From an optimization exercise on the open Yosys and OpenROAD flow, aimed at small area, a short achievable clock period and few clock cycles per item; shortcuts taken in it are not production practice.
RTL that was checked went through simulation tests only; none was proved equivalent to the original.
The RTL of run 2 was laid out without a check of its function.
Power figures rest on the tool's default switching activity, not on a simulated workload.

## flow/run.sh

```bash
#!/bin/bash
# synth_recipe.tcl (not shown) runs the flow's synth.tcl, then flattens the netlist and writes it again
# the make line also repeats each setting of config.mk as NAME=value (left out here)
make -C /OpenROAD-flow-scripts/flow DESIGN_CONFIG=/design/flow/config.mk WORK_HOME=/design/flow/orfs CLKGATE_MAP_FILE= SYNTH_SCRIPT=/design/flow/synth_recipe.tcl finish
```

## flow/config.mk

```make
export PLATFORM = sky130hd
export DESIGN_NAME = huff_tree_builder
export DESIGN_NICKNAME = huff_tree_builder
export VERILOG_FILES = /design/flow/design.v
export SDC_FILE = /design/flow/constraint.sdc
export NUM_CORES = 4
export LEC_CHECK = 0
export ABC_CLOCK_PERIOD_IN_PS = 4000
export CAP_MARGIN = 20
export CORE_MARGIN = 2
export CORE_UTILIZATION = 50
export SETUP_SLACK_MARGIN = 5
export SLEW_MARGIN = 20
```

## flow/constraint.sdc

```tcl
create_clock -name core_clock -period 10.0 [get_ports {clk}]
set_input_delay 2.0000 -clock core_clock [delete_from_list [all_inputs] [get_ports {clk}]]
set_output_delay 2.0000 -clock core_clock [all_outputs]
set_load 0.01 [all_outputs]
```

## flow/design.v

```verilog
module huff_tree_builder (
    input  wire       clk,
    input  wire       rst,           
    input  wire       row_valid,
    input  wire [7:0] row_data,
    output wire       row_ready,
    output reg        node_valid,
    output reg  [8:0] node_idx,
    output reg  [8:0] node_child0,
    output reg  [8:0] node_child1,
    output reg        done,
    output reg  [8:0] root
);
    localparam integer NQ = 128;
    function integer wbits(input integer s);
        integer b, k, w;
        begin
            b = 130560 / (s + 2);
            if (b > 65280) b = 65280;
            w = 0;
            for (k = 0; k < 17; k = k + 1)
                if ((b >> k) != 0) w = k + 1;
            wbits = w;
        end
    endfunction
    function integer woff(input integer s);
        integer t, o;
        begin
            o = 0;
            for (t = 0; t < s; t = t + 1) o = o + wbits(t);
            woff = o;
        end
    endfunction
    localparam integer NQBITS = woff(NQ);
    reg          rdy;
    reg          ld_full;        
    reg  [7:0]   ld_cnt;
    reg          rd_v;
    reg  [7:0]   rd_q;
    reg  [2047:0] R;             
    reg  [255:0] present;        
    assign row_ready = rdy;
    wire accept = row_valid & rdy;
    reg          bactive;
    reg          gvalid;
    reg          grun;           
    reg  [7:0]   v;
    reg  [7:0]   last;
    reg          first;
    wire release_row = grun & ~gvalid;
    wire bstart      = ld_full & ~bactive & ~rd_v;
    wire ld_full_n   = (ld_full & ~release_row) | (accept & (ld_cnt == 8'd255));
    always @(posedge clk) begin
        rd_q <= row_data;
        if (rst) begin
            rdy     <= 1'b1;
            ld_full <= 1'b0;
            ld_cnt  <= 8'd0;
            rd_v    <= 1'b0;
        end else begin
            rd_v    <= accept;
            if (accept) ld_cnt <= ld_cnt + 8'd1;
            ld_full <= ld_full_n;
            rdy     <= ~ld_full_n;
        end
    end
    always @(posedge clk)
        if (rd_v) R <= {rd_q, R[2047:8]};
    wire [255:0] rd_dec = 256'd1 << rd_q;
    always @(posedge clk) begin
        if (rst | release_row) present <= 256'd0;
        else if (rd_v) present <= present | rd_dec;
    end
    function [255:0] therm(input [7:0] x);
        reg [255:0] t;
        integer k, i;
        begin
            t = 256'd0;                        
            for (k = 0; k < 8; k = k + 1)
                for (i = (1 << (k + 1)) - 1; i >= 0; i = i - 1)
                    if (i >= (1 << k)) t[i] = ~x[k] | t[i - (1 << k)];
                    else               t[i] = ~x[k] & t[i];
            therm = t;
        end
    endfunction
    wire [255:0] m_gen;
    wire [255:0] m_nxt;
    wire [7:0]   pidx;
    wire         pany, ptwo;
    wire [7:0]   nidx;
    wire         nany, ntwo_unused;
    pe256 u_pe_gen (.m(m_gen), .idx(pidx), .any(pany), .two(ptwo));
    pe256 u_pe_nxt (.m(m_nxt), .idx(nidx), .any(nany), .two(ntwo_unused));
    wire [255:0] eq;
    genvar gi;
    generate
        for (gi = 0; gi < 256; gi = gi + 1) begin : g_eq
            assign eq[gi] = (R[8*gi +: 8] == v);
        end
    endgenerate
    assign m_gen = eq & (first ? {256{1'b1}} : therm(last));
    assign m_nxt = present & therm(v);
    reg  [7:0]  lc0, lc1, lc2, lc3;
    reg  [7:0]  li0, li1, li2, li3;
    reg  [3:0]  lt;              
    wire        gpush = gvalid & ~lt[3];
    always @(posedge clk) begin
        if (rst) begin
            gvalid <= 1'b0;
            grun   <= 1'b0;
            v      <= 8'd0;
            first  <= 1'b1;
        end else if (bstart) begin
            v      <= nidx;
            gvalid <= nany;
            grun   <= 1'b1;
            first  <= 1'b1;
        end else if (release_row) begin
            v      <= 8'd0;
            grun   <= 1'b0;
        end else if (gpush) begin
            if (ptwo) begin
                first <= 1'b0;
                last  <= pidx;
            end else begin
                v      <= nidx;
                gvalid <= nany;
                first  <= 1'b1;
            end
        end
    end
    reg  [NQBITS-1:0] nf;        
    reg  [7:0]   q;              
    reg          nv0, nv1;       
    reg          pv;             
    reg  [15:0]  pc;
    reg  [8:0]   pi;
    reg  [8:0]   cursor;
    reg  [8:0]   hidx;           
    wire [15:0] n0 = nf[15:0];
    wire [15:0] n1 = nf[31:16];
    wire lv0 = lt[0];
    wire lv1 = lt[1];
    wire lk0 = lv0 | ~gvalid;
    wire lk1 = lv1 | ~gvalid;
    wire c_l0n0 = (n0[15:8] != 8'd0) | (lc0 <= n0[7:0]);
    wire c_l1n0 = (n0[15:8] != 8'd0) | (lc1 <= n0[7:0]);
    wire c_l0n1 = (n1[15:8] != 8'd0) | (lc0 <= n1[7:0]);
    wire [15:0] s_ll = {8'd0, lc0} + {8'd0, lc1};
    wire [15:0] s_ln = {8'd0, lc0} + n0;
    wire [15:0] s_pl = pc + {8'd0, lc0};
    wire [15:0] s_pn = pc + n0;
    reg        fire, finish, ptake, npop;
    reg  [1:0] lpop;
    reg  [8:0] ca, cb, rt;
    reg  [15:0] sum;
    always @(*) begin
        fire = 1'b0; finish = 1'b0; ptake = 1'b0; npop = 1'b0; lpop = 2'd0;
        ca = pi; cb = {1'b0, li0}; rt = pi; sum = s_ll;
        if (bactive & lk0) begin
            if (pv) begin
                ca = pi;
                if (lv0 & (~nv0 | c_l0n0)) begin
                    fire = 1'b1; lpop = 2'd1; cb = {1'b0, li0}; sum = s_pl;
                end else if (nv0) begin
                    fire = 1'b1; npop = 1'b1; cb = hidx; sum = s_pn;
                end else begin
                    finish = 1'b1; rt = pi;
                end
            end else if (lv0 & (~nv0 | c_l0n0)) begin
                ca = {1'b0, li0};
                if (lk1) begin
                    if (lv1 & (~nv0 | c_l1n0)) begin
                        fire = 1'b1; lpop = 2'd2; cb = {1'b0, li1}; sum = s_ll;
                    end else if (nv0) begin
                        fire = 1'b1; lpop = 2'd1; npop = 1'b1; cb = hidx; sum = s_ln;
                    end else begin
                        finish = 1'b1; rt = {1'b0, li0};
                    end
                end
            end else if (nv0) begin
                ca = hidx;
                if (lv0 & (~nv1 | c_l0n1)) begin
                    fire = 1'b1; lpop = 2'd1; npop = 1'b1; cb = {1'b0, li0}; sum = s_ln;
                end else if (nv1) begin
                    ptake = 1'b1; npop = 1'b1;
                end else begin
                    finish = 1'b1; rt = hidx;
                end
            end else begin
                finish = 1'b1; rt = cursor - 9'd1;
            end
        end
    end
    wire [NQ:0] qdec = {{NQ{1'b0}}, 1'b1} << q;
    wire [NQBITS-1:0] nf_n;
    always @(posedge clk) nf <= nf_n;
    genvar gs;
    generate
        for (gs = 0; gs < NQ; gs = gs + 1) begin : g_nf
            localparam integer W  = wbits(gs);
            localparam integer O  = woff(gs);
            wire [W-1:0] nxt;
            if (gs == NQ - 1) begin : g_top
                assign nxt = nf[O +: W];
            end else begin : g_mid
                localparam integer W1 = wbits(gs + 1);
                localparam integer O1 = woff(gs + 1);
                wire [W-1:0] up = {{(W - W1){1'b0}}, nf[O1 +: W1]};
                assign nxt = npop ? up : nf[O +: W];
            end
            wire wen = fire & (npop ? qdec[gs + 1] : qdec[gs]);
            assign nf_n[O +: W] = wen ? sum[W-1:0] : nxt;
        end
    endgenerate
    wire [7:0] q_n = q - {7'd0, npop} + {7'd0, fire};
    always @(posedge clk) begin
        node_valid <= 1'b0;
        done       <= 1'b0;
        if (rst) begin
            bactive <= 1'b0;
            q       <= 8'd0;
            nv0     <= 1'b0;
            nv1     <= 1'b0;
            pv      <= 1'b0;
            cursor  <= 9'd256;
            hidx    <= 9'd256;
        end else begin
            if (bstart) bactive <= 1'b1;
            if (fire) begin
                node_valid  <= 1'b1;
                node_idx    <= cursor;
                node_child0 <= ca;
                node_child1 <= cb;
                cursor      <= cursor + 9'd1;
            end
            if (npop) hidx <= hidx + 9'd1;
            q   <= q_n;
            nv0 <= (q_n != 8'd0);
            nv1 <= (q_n[7:1] != 7'd0);
            if (ptake) begin
                pv <= 1'b1;
                pc <= n0;
                pi <= hidx;
            end else if (fire) begin
                pv <= 1'b0;
            end
            if (finish) begin
                done    <= 1'b1;
                root    <= rt;
                bactive <= 1'b0;
                q       <= 8'd0;
                nv0     <= 1'b0;
                nv1     <= 1'b0;
                pv      <= 1'b0;
                cursor  <= 9'd256;
                hidx    <= 9'd256;
            end
        end
    end
    wire [2:0] lpos = lt[2] ? (lpop == 2'd2 ? 3'd1 : lpop == 2'd1 ? 3'd2 : 3'd3)
                    : lt[1] ? (lpop == 2'd2 ? 3'd0 : lpop == 2'd1 ? 3'd1 : 3'd2)
                    : lt[0] ? (lpop == 2'd1 ? 3'd0 : 3'd1)
                    : 3'd0;
    wire [3:0] lt_p = (lpop == 2'd1) ? {1'b0, lt[3:1]} :
                      (lpop == 2'd2) ? {2'b00, lt[3:2]} : lt;
    wire [3:0] lt_n = gpush ? {lt_p[2:0], 1'b1} : lt_p;
    always @(posedge clk) begin
        if (rst | finish) begin
            lt <= 4'd0;
        end else begin
            case (lpop)
            2'd1: begin
                lc0 <= lc1; li0 <= li1;
                lc1 <= lc2; li1 <= li2;
                lc2 <= lc3; li2 <= li3;
            end
            2'd2: begin
                lc0 <= lc2; li0 <= li2;
                lc1 <= lc3; li1 <= li3;
            end
            default: ;
            endcase
            if (gpush) begin
                case (lpos)
                3'd0: begin lc0 <= v; li0 <= pidx; end
                3'd1: begin lc1 <= v; li1 <= pidx; end
                3'd2: begin lc2 <= v; li2 <= pidx; end
                default: begin lc3 <= v; li3 <= pidx; end
                endcase
            end
            lt <= lt_n;
        end
    end
endmodule
module pe256 (
    input  wire [255:0] m,
    output wire [7:0]   idx,
    output wire         any,
    output wire         two
);
    wire [511:0]  an;
    wire [511:0]  tw;
    wire [4095:0] ix;            
    genvar l, j;
    generate
        for (j = 0; j < 256; j = j + 1) begin : g_l0
            assign an[j] = m[j];
            assign tw[j] = 1'b0;
            assign ix[j*8 +: 8] = 8'd0;
        end
        for (l = 1; l <= 8; l = l + 1) begin : g_l
            localparam integer NB  = 256 >> l;
            localparam integer BO  = 512 - (512 >> l);         
            localparam integer BP  = 512 - (512 >> (l - 1));   
            for (j = 0; j < NB; j = j + 1) begin : g_n
                wire a0 = an[BP + 2*j];
                wire a1 = an[BP + 2*j + 1];
                assign an[BO + j] = a0 | a1;
                assign tw[BO + j] = tw[BP + 2*j] | tw[BP + 2*j + 1] | (a0 & a1);
                assign ix[(BO + j)*8 +: 8] =
                    a0 ? ix[(BP + 2*j)*8 +: 8]
                       : (ix[(BP + 2*j + 1)*8 +: 8] | (8'd1 << (l - 1)));
            end
        end
    endgenerate
    assign any = an[510];
    assign two = tw[510];
    assign idx = ix[510*8 +: 8];
    assign an[511] = 1'b0;
    assign tw[511] = 1'b0;
    assign ix[511*8 +: 8] = 8'd0;
endmodule
```

==> flow_summary.yaml, run 1 <==
status:
  outcome: "finished with violations"
  so.violations: "max-slew violations"
logic_synthesis:
  synth_enable_flop_cells: 3701
  syn-num-nets: 13521
  avgSynthCellArea_um2: 13.9
  synth.cell_area_um2: 187000
  ys.flop_type: "edfxtp_1"
  yosysTopAreaCellShare: 0.594
  synthTopCellsByArea: "edfxtp_1, mux2_2, xnor2_1"
  synth_xor_area_frac: 0.0993
  yosys.area_share.adder: 0.00591
  ys_seq_area_frac: 0.629
  synthArstFlopShare: 0
  ys_ff_latch: 4022
  yosys.area_share.simple: 0.0745
  synth_top_family_by_area: "XOR/XNOR gates"
  synthTopCellsByCount: "edfxtp_1, mux2_2, xnor2_1"
  synth_compound_area_frac: 0.0665
  synth_mux_area_frac: 0.0933
  yosysWarnings: 1
  yosysMostFrequentCell: "edfxtp_1"
  yosysTopAreaCell: "edfxtp_1"
  syn_inst: 13427
  synth.distinct_cells: 117
setup_path:
  path_class: "register to register"
  endpoint: "nf[408]"
  worstPathArrival_ns: 6.05
  worst_setup_path_end_kind: "register"
  worst_r2r_startpoint: "lc0[1]"
  r2r_cells: 14
  cp-start-kind: "register"
  cp.required_ns: 10.69
  r2r_slack_ns: 4.64
  crit_fanout: 128
  crit_path_start: "lc0[1]"
  worstReg2RegEnd: "nf[408]"
min_path:
  hold_path_class: "register to register"
  min_from: "R[290]"
cts:
  cts.clk_slew.worst_paths_ns: 0.06
  cts.sinks: 4022
  clock_path_buffers: 4
  cts_tree: "yes"
  insertion_delay_ns: 1.00
  h-tree-depth: 5
  cts_buffers: 431
  cts-root-buf: "clkbuf_16"
floorplan:
  initial_core_util: 0.502
  rows: 224
  ios: 50
  dieHeight_um: 616
  core_um2: 372000
  die_w_um: 616
  dieArea_um2: 379000
sta:
  tightest_slew_ns: 1.59
  fin_tns_setup_ns: 0
  period_share: 0.536
  hold_violations: 0
  post-route-min-period_ns: 5.36
  rsz0062_at_grt: "true"
  setup_viol: 0
  slew_violations: 38
  slew_headroom: -0.0627
  fmax_mhz: 186
  finClkSkew_ns: 0.0673
route:
  wirelength_mm: 592
  firstDrtPassIters: 7
  drtIter0Drc: 16191
  drc: 0
  avgRoutedWirePerCell_um: 31.3
  ant_nets: 0
  via_per_inst: 6.25
  vias: 118365
grt:
  overflow: 0
  grt_usage: 0.302
  grt_max_degree: 191
  antenna_found_initial: 36
  grt_pass1_wl_mm: 838
  grt_pass1_vias: 114790
place:
  place_hpwl_mm: 389
  place_area_um2: 192000
  io_buffers: 49
  gp_congestion: 1.09
flow_run:
  drv_cap: 0
layout:
  final_nets: 13681
  layout-drive-gt1-share: 0.236
  final_area_um2: 210000
  final_util: 0.565
  fillers: 29784
  area_delta_synth_final_pct: 12.5
power:
  p_per_area_nw_per_um2: 163
  totalPowerFinal_w: 0.0343
  p_leak_nw: 56.3
  vdd_ir_drop_max_v: 0.000171
==> logic make-up after synthesis <==
logic type | after synthesis
AOI/OAI and AO/OA | 1906
xor gates and xnor gates | 2121
adders and majority gates | 86
buffers and inverters | 1027
DFF | 4022
muxes | 1554
and+or+nand+nor | 2711
==> per-layer routing <==
metal	GRT usage	vias up	share of wire
li1	-	50706	-
met1	0.444	60346	0.43
met2	0.443	6056	0.43
met3	0.0599	1239	0.096
met4	0.111	18	0.042
met5	0	-	0.00025
==> what timing repair did <==
| action | 4_1_cts | 5_1_grt |
|---|---|---|
| setup buffers | 112 | 68 |
| pin swaps | 35 | 38 |
| hold buffers | 0 | 0 |
| gates resized for setup | 277 | 200 |
| gates cloned | 11 | 10 |
| setup endpoints to repair | 3116 | 1725 |
==> worst min-delay path by stage <==
stage / endpoint / depth (start not counted)
after global placement: present[14] / 2
after CTS: R[282] / 0
after floorplan: node_idx[2] / 0
after global routing: R[1768] / 0
after detailed placement: present[143] / 2
final: R[282] / 0
==> state kept, by name, indices dropped and copies added, names as in the netlist, 9 cells and up <==
| name | cells |
|---|---|
| root | 9 |
| node_child0 | 9 |
| nf | 1520 |
| present | 255 |
| node_idx | 9 |
| R | 2048 |
| cursor | 9 |
| hidx | 9 |
| pi | 9 |
| node_child1 | 9 |
| pc | 16 |
==> worst max-delay path, stage by stage, from the launching register on <==
cell	delay, ns
edfxtp_1	0.44
buf_4	0.16
buf_4	0.14
ha_1	0.28
a21o_1	0.21
a21oi_1	0.22
o21ai_0	0.14
a21oi_1	0.26
o21ai_0	0.30
a41oi_1	0.64
xnor2_1	0.13
a221oi_1	0.47
a211oi_4	0.07
buf_12	0.21
mux2_2	0.73
==> report_power, final <==
| part | leakage, nW | switching [W] | internal, W |
|---|---|---|---|
| sequential | 26.1 | 0.0000598 | 0.0183 |
| clock | 6.61 | 0.00680 | 0.00881 |
| combinational | 23.6 | 0.000295 | 0.0000735 |
==> area by class of cell <==
class	count	area, µm²	area share
Tap cell	4972	6220	0.0296
Clock buffer	547	11400	0.0542
Clock inverter	245	2230	0.0106
Sequential cell	4022	118000	0.559
Multi-Input combinational cell	8382	66100	0.314
Timing Repair Buffer	610	6240	0.0296
Antenna cell	15	37.5	0.000178
Inverter	139	557	0.00265
Timing Repair inverter	1	8.76	0.0000416
==> cell usage in the layout, fill, tap and decap left out, types with 47 or more instances in the layout <==
cell type	n
a211oi_1	73
a21oi_1	575
a22oi_1	82
a31oi_1	75
and3_1	64
and3_2	48
buf_12	53
buf_4	428
clkbuf_1	103
clkbuf_16	444
clkdlybuf4s50_1	48
clkinv_1	110
clkinv_2	69
dfxtp_1	311
edfxtp_1	3701
ha_1	72
inv_1	128
mux2_2	1512
nand2_1	438
nand2b_1	47
nand3_1	173
nand4_1	390
nor2_1	644
nor2b_1	47
nor3_1	146
nor4_1	150
nor4_2	77
o211ai_1	101
o21ai_0	308
or2_2	108
xnor2_1	1447
xor2_1	674
==> through the flow <==
stage | hold WS (ns) | cells | setup WS (ns)
after floorplan | 0.406 | 13427 | -7.13
after CTS | 0.416 | 18840 | 4.99
after global routing | 0.430 | 18921 | 4.73
after global placement | 0.440 | 17911 | 3.03
after detailed placement | 0.449 | 17925 | 3.43
final | 0.427 | 18933 | 4.64
Testbench counts, summed over its fixed seeds: cycles 10,668, builds 32.
==> run 2: changes to the inputs <==
--- a/flow/design.v
+++ b/flow/design.v
@@ -262,9 +262,15 @@
                     : lt[1] ? (lpop == 2'd2 ? 3'd0 : lpop == 2'd1 ? 3'd1 : 3'd2)
                     : lt[0] ? (lpop == 2'd1 ? 3'd0 : 3'd1)
                     : 3'd0;
-    wire [3:0] lt_p = (lpop == 2'd1) ? {1'b0, lt[3:1]} :
-                      (lpop == 2'd2) ? {2'b00, lt[3:2]} : lt;
-    wire [3:0] lt_n = gpush ? {lt_p[2:0], 1'b1} : lt_p;
+    reg  [3:0] lt_n;
+    always @(*) begin
+        case (lpop)
+        2'd1:    lt_n = {1'b0, lt[3:1]};
+        2'd2:    lt_n = {2'b00, lt[3:2]};
+        default: lt_n = lt;
+        endcase
+        if (gpush) lt_n = {lt_n[2:0], 1'b1};
+    end
     always @(posedge clk) begin
         if (rst | finish) begin
             lt <= 4'd0;
==> run 2 against run 1 <==
  * Now clean on timing, DRC and antenna
  * Cell area rose by 0.26%
  * Area after synthesis shrank 1.1%
  * Total power grew 0.60%
  * Cell count is 5.8% higher
  * Sequential share of layout area is 0.15 points lower
  * Via count up 7.0%
  * Routed wire length up 8.3%
  * First-iteration DRC count rose by 11%
  * Worst hold slack improved by 0.031 ns
  * Core utilization grew 0.70 points
  * Critical path type unchanged
==> flow_summary.yaml, run 2 <==
route:
  vias: 126642
  firstDrtPassIters: 9
  ant_nets: 0
  drtIter0Drc: 17912
  wirelength_mm: 641
  drc: 0
  avgRoutedWirePerCell_um: 32.0
  via_per_inst: 6.32
grt:
  grt_usage: 0.324
  grt_pass1_wl_mm: 881
  antenna_found_initial: 31
  overflow: 0
  grt_pass1_vias: 120800
  grt_max_degree: 189
cts:
  insertion_delay_ns: 1.00
  cts.sinks: 4022
  clock_path_buffers: 4
  cts-root-buf: "clkbuf_16"
  cts_tree: "yes"
  cts_buffers: 424
  cts.clk_slew.worst_paths_ns: 0.06
  h-tree-depth: 5
place:
  io_buffers: 49
  place_hpwl_mm: 410
  gp_congestion: 1.08
  dp_cells: 18947
layout:
  stdcell_count: 20035
  layout-drive-gt1-share: 0.172
  final_nets: 14812
  layout_commonest_cell: "edfxtp_1"
  area_delta_synth_final_pct: 14.0
  largest_register_ffs: 2048
  ff_latch_area_um2: 118000
  top_register: "R"
  layout_common_cells: "edfxtp_1, xnor2_1, nand2_1"
  fillers: 29576
  top_regs: "R x2048, nf x1520, present x255"
  multiInputGateArea_um2: 64600
floorplan:
  die_w_um: 612
  rows: 223
  ios: 50
  dieArea_um2: 375000
  core_um2: 369000
  initial_core_util: 0.502
  dieHeight_um: 612
setup_path:
  worst_setup_path_end_kind: "register"
  path_depth: 17
  cp.required_ns: 10.90
  path_class: "register to register"
  r2r_slack_ns: 4.75
  crit_fanout: 27
  r2r_cells: 17
  worstReg2RegEnd: "v[1]"
  cp-start-kind: "register"
  slowest_stage: "a21oi_1"
  crit_buf_inv: 5
  worstPathArrival_ns: 6.15
  path_cells: "buf_4 -> buf_12 -> nor4_4 -> buf_6 -> nand2_1 -> nor2_1 -> a22oi_1 -> a21oi_1 -> a211oi_2 -> nand4_1 -> a2111oi_4 -> nand4_1 -> buf_4 -> nor3_4 -> buf_12 -> a311oi_2 -> a22o_1"
  worst_r2r_startpoint: "last[2]"
  path_delay_family: "compound AO/OA/AOI/OAI gates"
  slowest_delay_ns: 0.85
sta:
  rsz0062_at_grt: "true"
  slew_violations: 0
  period_share: 0.525
  slew_headroom: 0.130
  fin_tns_setup_ns: 0
  fmax_mhz: 191
  setup_viol: 0
  hold_violations: 0
  tightest_slew_ns: 1.30
  finClkSkew_ns: 0.0510
  post-route-min-period_ns: 5.25
power:
  vdd_ir_drop_max_v: 0.000162
  p_leak_nw: 60.6
  p_per_area_nw_per_um2: 164
logic_synthesis:
  syn-num-nets: 14558
  syn_inst: 14464
  synth.distinct_cells: 117
  ys_ff_latch: 4022
  synthArstFlopShare: 0
  synth.cell_area_um2: 185000
  yosysTopAreaCell: "edfxtp_1"
  ys_seq_area_frac: 0.635
  yosysMostFrequentCell: "edfxtp_1"
  synthTopCellsByArea: "edfxtp_1, xnor2_1, mux2_2"
  avgSynthCellArea_um2: 12.8
  ys.flop_type: "edfxtp_1"
  synth_enable_flop_cells: 3701
  synthTopCellsByCount: "edfxtp_1, xnor2_1, nand2_1"
  yosysWarnings: 1
  yosysTopAreaCellShare: 0.601
status:
  outcome: "complete, no violations"
min_path:
  hold_path_class: "register to register"
  min_from: "R[1583]"
  min_delay_worst_endpoint: "R[1575]"
  hold_path_depth: 0
flow_run:
  drv_cap: 0
==> run 2: layer usage <==
metal | global-route usage | share of wire | wire length, µm
met3 | 0.0645 | 0.10 | 66300
met4 | 0.148 | 0.052 | 33300
met5 | 0 | 0.00018 | 114
met1 | 0.456 | 0.41 | 261000
met2 | 0.486 | 0.44 | 280000
==> run 2: per-stage QoR <==
| step | total power [W] | instance area, µm² | hold WS (ns) | util | setup slack (ns) |
|---|---|---|---|---|---|
| after floorplan | 0.0191 | 185000 | 0.403 | - | -7.99 |
| after global placement | 0.0190 | 190000 | 0.440 | 0.517 | 2.59 |
| after detailed placement | 0.0190 | 191000 | 0.449 | 0.518 | 2.72 |
| after CTS | 0.0347 | 208000 | 0.432 | 0.564 | 4.74 |
| after global routing | 0.0354 | 211000 | 0.461 | 0.572 | 4.84 |
| final | 0.0345 | 211000 | 0.458 | 0.572 | 4.75 |
==> run 2: area by class of cell <==
| class | count | area share |
|---|---|---|
| multi-input cells | 9387 | 0.306 |
| diodes | 13 | 0.000154 |
| inverters | 136 | 0.00273 |
| repair buffers | 746 | 0.0390 |
| flip-flops and latches | 4022 | 0.557 |
| clock buffers | 533 | 0.0534 |
| well taps | 4950 | 0.0294 |
| clock inverters | 247 | 0.0118 |
| repair inverters | 1 | 0.0000771 |
==> run 2: logic make-up (layout without fill, tap and decap cells) <==
family                     after synthesis  after routing  share of synthesized area
DFF                                   4022           4022                      0.635
and+or+nand+nor                       3611           3622                     0.0922
buffers and inverters                 1069           1663                     0.0309
AOI/OAI and AO/OA                     2819           2822                     0.0906
xor gates and xnor gates              2125           2125                      0.101
adders and majority gates               84             84                    0.00587
other                                    0             13                          0
muxes                                  734            734                     0.0445
==> run 2: power by group <==
group | leakage (nW) | internal [W] | switching [W]
registers | 26.1 | 0.0183 | 0.0000522
logic | 27.8 | 0.0000743 | 0.000296
clock network | 6.70 | 0.00901 | 0.00681
total | 60.6 | 0.0274 | 0.00716
==> run 2: worst max-delay path by stage <==
| stage | endpoint | slack, ns | from |
|---|---|---|---|
| after floorplan | present[138] | -7.99 | rd_v |
| after global placement | v[0] | 2.59 | last[5] |
| after detailed placement | nf[498] | 2.72 | nf[1] |
| after CTS | v[3] | 4.74 | last[2] |
| after global routing | nv0 | 4.84 | nf[17] |
| final | v[1] | 4.75 | last[2] |
==> run 2: timing repair <==
item / in CTS / in global routing
pin swaps: 48 / 73
setup endpoints to repair: 3204 / 1066
endpoints found under the hold margin: 0 / 0
setup buffers: 118 / 108
gates cloned: 22 / 45
gates resized for setup: 348 / 299
hold buffers: 0 / 0

## static timing again, ports no longer ideal
How much do the figures lean on ideal ports? The routed layouts below were timed once more, with nothing changed but the port constraints.
Step 1: set_driving_cell puts a clkbuf_16 on clk and a buf_2 on each other input, an assumption about the parent block.
Step 2 times the ports against the registers' clock, not the clock port: input delays grow and output delays shrink by t, the midpoint of the rising clock arrivals with the driver on.
Three values: ideal ports, drivers, drivers and shift; two values: the first two.
| run | t, ns | slack for setup (ns) | worst setup path after step 2 | latest minus earliest clock arrival (ns) | slew at the worst register clock pin (ns) |
|---|---|---|---|---|---|
| run 1 | 1.077 | 4.637 / 4.637 / 4.637 | register to register | 0.068 / 0.067 | 0.07 / 0.07 |
| run 2 | 1.085 | 4.751 / 4.751 / 4.751 | register to register | 0.068 / 0.068 | 0.07 / 0.07 |
